Source: an optimization exercise on an open RTL-to-GDS flow (aim: small area). Production flows keep margins and buffers that such runs may drop.
In this exercise RTL edits were held to simulation tests only and were not proved equivalent to the original.

// aht25_engine
module aht25_engine (
    input  wire        clk,
    input  wire        rst,             
    input  wire        ev_connect,
    input  wire        ev_read,
    input  wire        ev_write,
    input  wire        ev_disconnect,
    input  wire [6:0]  address,
    input  wire        write_intent,    
    input  wire [7:0]  data,
    input  wire [31:0] hum,             
    input  wire [31:0] temp,            
    output reg         ack,
    output reg  [7:0]  rdata
);
    localparam [7:0] STATUS = 8'h18;
    reg        measuring;
    reg [2:0]  read_index;
    reg [1:0]  write_index;
    reg        prefix_ok;       
    reg [18:0] raw_h;           
    reg [21:0] temp_m;          
    wire [18:0] div_q;
    aht25_convert u_convert (
        .sel_t  (ev_read),
        .hum    (hum),
        .temp_m (temp_m),
        .q      (div_q)
    );
    wire [17:0] raw_t = div_q[17:0];    
    wire [7:0]  crc;
    aht25_crc8 u_crc (
        .h   (raw_h),
        .t   (raw_t),
        .crc (crc)
    );
    reg [7:0] frame_byte;
    always @(*) begin
        case (read_index)
            3'd1:    frame_byte = {1'b1, raw_h[18:12]};
            3'd2:    frame_byte = raw_h[11:4];
            3'd3:    frame_byte = {raw_h[3:0], 2'b01, raw_t[17:16]};
            3'd4:    frame_byte = raw_t[15:8];
            3'd5:    frame_byte = raw_t[7:0];
            3'd6:    frame_byte = crc;
            default: frame_byte = STATUS;
        endcase
    end
    wire trigger = (write_index == 2'd2) && prefix_ok && (data == 8'h33);
    always @(posedge clk) begin
  ...
For scale: roughly 580 cells after synthesis, roughly 57 flip-flops, about 95 I/O pins.
clock: 30.0 ns
lec_check: 0
abc_area: 1
cap_margin: 20
core_margin: 2
core_utilization: 40
cts_buf_list: sky130_fd_sc_hd__clkbuf_4 sky130_fd_sc_hd__clkbuf_8
cts_cluster_size: 10
slew_margin: 20
standard.sh (not shown) runs the stock make flow with config.mk's settings and CLKGATE_MAP_FILE= SYNTH_SCRIPT=/design/flow/synth_recipe.tcl, a recipe that flattens the netlist after the stock synthesis.
==> flow/flow/run.sh <==
#!/bin/bash
# Layout flow: the standard flow (standard.sh), with two changes:
#  - synthesis maps the logic with area-oriented ABC scripts (flow/abc_*.abc) in place of
#    ORFS's abc_area.script: each is run on the same netlist and the smallest result is kept.
#    Everything else in synthesis, and so every register, is as synth_recipe.tcl makes it.
#  - the port buffers are sky130_fd_sc_hd__buf_1;
#  - make variables listed in flow/make_args.txt, if any, are added to the make command.
# Each tool's output is in orfs/logs/ (synthesis: orfs/logs/.../1_2_yosys.log, which also
# lists each script's area); make's own output is in flow.log.
set -euo pipefail
W=$(pwd)
cat > "$W/area_synth.tcl" <<TCL
set ::area_scripts [lsort [glob {$W/flow/abc_*.abc}]]
proc abc {args} {
  set i [lsearch -exact \$args -script]
  set li [lsearch -exact \$args -liberty]
  set lib [lindex \$args [expr {\$li + 1}]]
  design -save area_pre_abc
  set best_area ""
  set best_script ""
  foreach s \$::area_scripts {
    design -load area_pre_abc
    set a \$args
    lset a [expr {\$i + 1}] \$s
    yosys abc {*}\$a
    yosys tee -q -o {$W/abc_stat.txt} stat -liberty \$lib
    set f [open {$W/abc_stat.txt}]
    set txt [read \$f]
    close \$f
    regexp {Chip area for module '[^']*': ([0-9.]+)} \$txt -> area
    puts "area_synth: \$s gives \$area"
    if {\$best_area eq "" || \$area < \$best_area} {
      set best_area \$area
      set best_script \$s
      design -save area_best
    }
  }
  design -load area_best
  puts "area_synth: kept \$best_script (\$best_area)"
}
source {$W/synth_recipe.tcl}
TCL
sed "s#SYNTH_SCRIPT=[^ ]*#SYNTH_SCRIPT=$W/area_synth.tcl#" "$W/standard.sh" > "$W/area_standard.sh"
ARGS=("BUFFER_PORTS_ARGS=-buffer_cell sky130_fd_sc_hd__buf_1")
# further make variables, one per line
if [[ -f "$W/flow/make_args.txt" ]]; then
  while IFS= read -r line; do [[ -n "$line" ]] && ARGS+=("$line"); done < "$W/flow/make_args.txt"
fi
bash "$W/area_standard.sh" "${ARGS[@]}" finish > "$W/flow.log" 2>&1
==> flow/flow/abc_deep1.abc <==
strash
&get -n
&st
&deepsyn -T 60 -S 2
&dch -f
&nf -a -R 1000
&put
==> flow/flow/make_args.txt <==
CTS_ARGS=-repair_clock_nets -buf_list {sky130_fd_sc_hd__clkbuf_8} -root_buf sky130_fd_sc_hd__clkbuf_8 -dont_use_dummy_load
The baseline completed without violations.
Then changed:
==> flow/flow/make_args.txt (replaced) <==
CTS_ARGS=-sink_clustering_enable -repair_clock_nets -buf_list {sky130_fd_sc_hd__clkbuf_4 sky130_fd_sc_hd__clkbuf_8} -sink_clustering_size 20 -dont_use_dummy_load
Settings changed: CORE_UTILIZATION 40 to 60, GPL_TIMING_DRIVEN from default to 0.
Effect: Setup slack gets worse by 0.21 ns; cell area stays flat; via count shrinks by 0.46%; hold slack is worse by 0.019 ns.
Then changed:
--- a/flow/flow/run.sh
+++ b/flow/flow/run.sh
@@ -6,2 +6 @@
-#  - the port buffers are sky130_fd_sc_hd__buf_1;
-#  - make variables listed in flow/make_args.txt, if any, are added to the make command.
+#  - the port buffers are sky130_fd_sc_hd__buf_1.
@@ -44,6 +43 @@
-ARGS=("BUFFER_PORTS_ARGS=-buffer_cell sky130_fd_sc_hd__buf_1")
-# further make variables, one per line
-if [[ -f "$W/flow/make_args.txt" ]]; then
-  while IFS= read -r line; do [[ -n "$line" ]] && ARGS+=("$line"); done < "$W/flow/make_args.txt"
-fi
-bash "$W/area_standard.sh" "${ARGS[@]}" finish > "$W/flow.log" 2>&1
+bash "$W/area_standard.sh" "BUFFER_PORTS_ARGS=-buffer_cell sky130_fd_sc_hd__buf_1" finish > "$W/flow.log" 2>&1
==> flow/flow/abc_deep2.abc (new file) <==
strash
&get -n
&st
&deepsyn -T 120
&dch -f
&nf -a -R 1000
&put
==> flow/flow/abc_fast.abc (new file) <==
strash
&get -n
&st
&dch -f
&nf -a -R 1000
&st
&syn2
&dch -f
&nf -a -R 1000
&put
Settings changed: CORE_UTILIZATION 60 to 40, GPL_TIMING_DRIVEN 0 to default.
removed: flow/flow/make_args.txt
After rerunning:
- clock-buffer cell count goes up by 4
- via count goes up by about 0.6%
- final area goes up by about 3.6%
- sequential share of layout area goes down by 0.94 points
- flip-flop and latch count stays the same
- routed wire length goes up by 5.0%
- cell count goes up by 11%
- first-iteration DRC count goes down by about 30%
- synthesized area hardly moves
Then changed:
--- a/flow/flow/run.sh
+++ b/flow/flow/run.sh
@@ -6 +6,2 @@
-#  - the port buffers are sky130_fd_sc_hd__buf_1.
+#  - the port buffers are sky130_fd_sc_hd__buf_1;
+#  - make variables listed in flow/make_args.txt, if any, are added to the make command.
@@ -43 +44,6 @@
-bash "$W/area_standard.sh" "BUFFER_PORTS_ARGS=-buffer_cell sky130_fd_sc_hd__buf_1" finish > "$W/flow.log" 2>&1
+ARGS=("BUFFER_PORTS_ARGS=-buffer_cell sky130_fd_sc_hd__buf_1")
+# further make variables, one per line
+if [[ -f "$W/flow/make_args.txt" ]]; then
+  while IFS= read -r line; do [[ -n "$line" ]] && ARGS+=("$line"); done < "$W/flow/make_args.txt"
+fi
+bash "$W/area_standard.sh" "${ARGS[@]}" finish > "$W/flow.log" 2>&1
==> flow/flow/make_args.txt (new file) <==
CTS_ARGS=-sink_clustering_enable -repair_clock_nets -buf_list {sky130_fd_sc_hd__clkbuf_8 sky130_fd_sc_hd__clkbuf_16} -root_buf sky130_fd_sc_hd__clkbuf_8 -sink_clustering_size 30 -sink_clustering_max_diameter 300 -sink_clustering_levels 1 -dont_use_dummy_load
removed: flow/flow/abc_deep2.abc
removed: flow/flow/abc_fast.abc
Outcome: The changed run finished with timing, DRC and antenna clean; design area fell by a few percent; wire length is lower slightly; worst hold slack gains 0.024 ns; synthesized cell count rose slightly; sequential share of layout area rises by 0.95 points; core utilization came out lower by 1.7 points.
Then changed:
==> flow/flow/make_args.txt (replaced) <==
CTS_ARGS=-sink_clustering_enable -repair_clock_nets -buf_list {sky130_fd_sc_hd__clkbuf_4 sky130_fd_sc_hd__clkbuf_8} -sink_clustering_size 20 -dont_use_dummy_load
Effect: The new run completed without violations; routed wire length does not change; final area does not change; die area does not change; synthesized cell count is unchanged; global-route usage stays the same; critical path depth stays the same; non-clock buffer count stays the same; fmax is unchanged; count of clock-buffer cells in the layout is unchanged.

[separate check: timing with driven ports]
No port has a modelled driver above. Below, the same layouts with a new extraction and two added sets of constraints. Step 1 assumes that a clkbuf_16 drives the clock port and a buf_2 every other input. Step 2 also shifts input and output timing later by t, the mid clock arrival at the registers, as if the neighbouring blocks saw the same clock. Three values: ideal, step 1, step 2; two values: the first two.
run	shift t [ns]	slack for setup (ns)	hold WS [ns]	cell pins on the clock port's net
the first run	0.373	2.321 / 2.326 / 1.953	0.499 / 0.499 / 0.499	1
the second run	0.357	2.112 / 2.111 / 1.754	0.481 / 0.481 / 0.481	1
the third run	0.394	2.250 / 2.261 / 1.868	0.475 / 0.475 / 0.475	1
the fourth run	0.373	2.321 / 2.326 / 1.953	0.499 / 0.499 / 0.499	1
the fifth run	0.373	2.321 / 2.326 / 1.953	0.499 / 0.499 / 0.499	1
After both steps setup and hold are still met in every run listed. For the third run, which loses most, drivers alone change the setup slack by +0.011 ns; drivers and shift together by -0.382 ns.
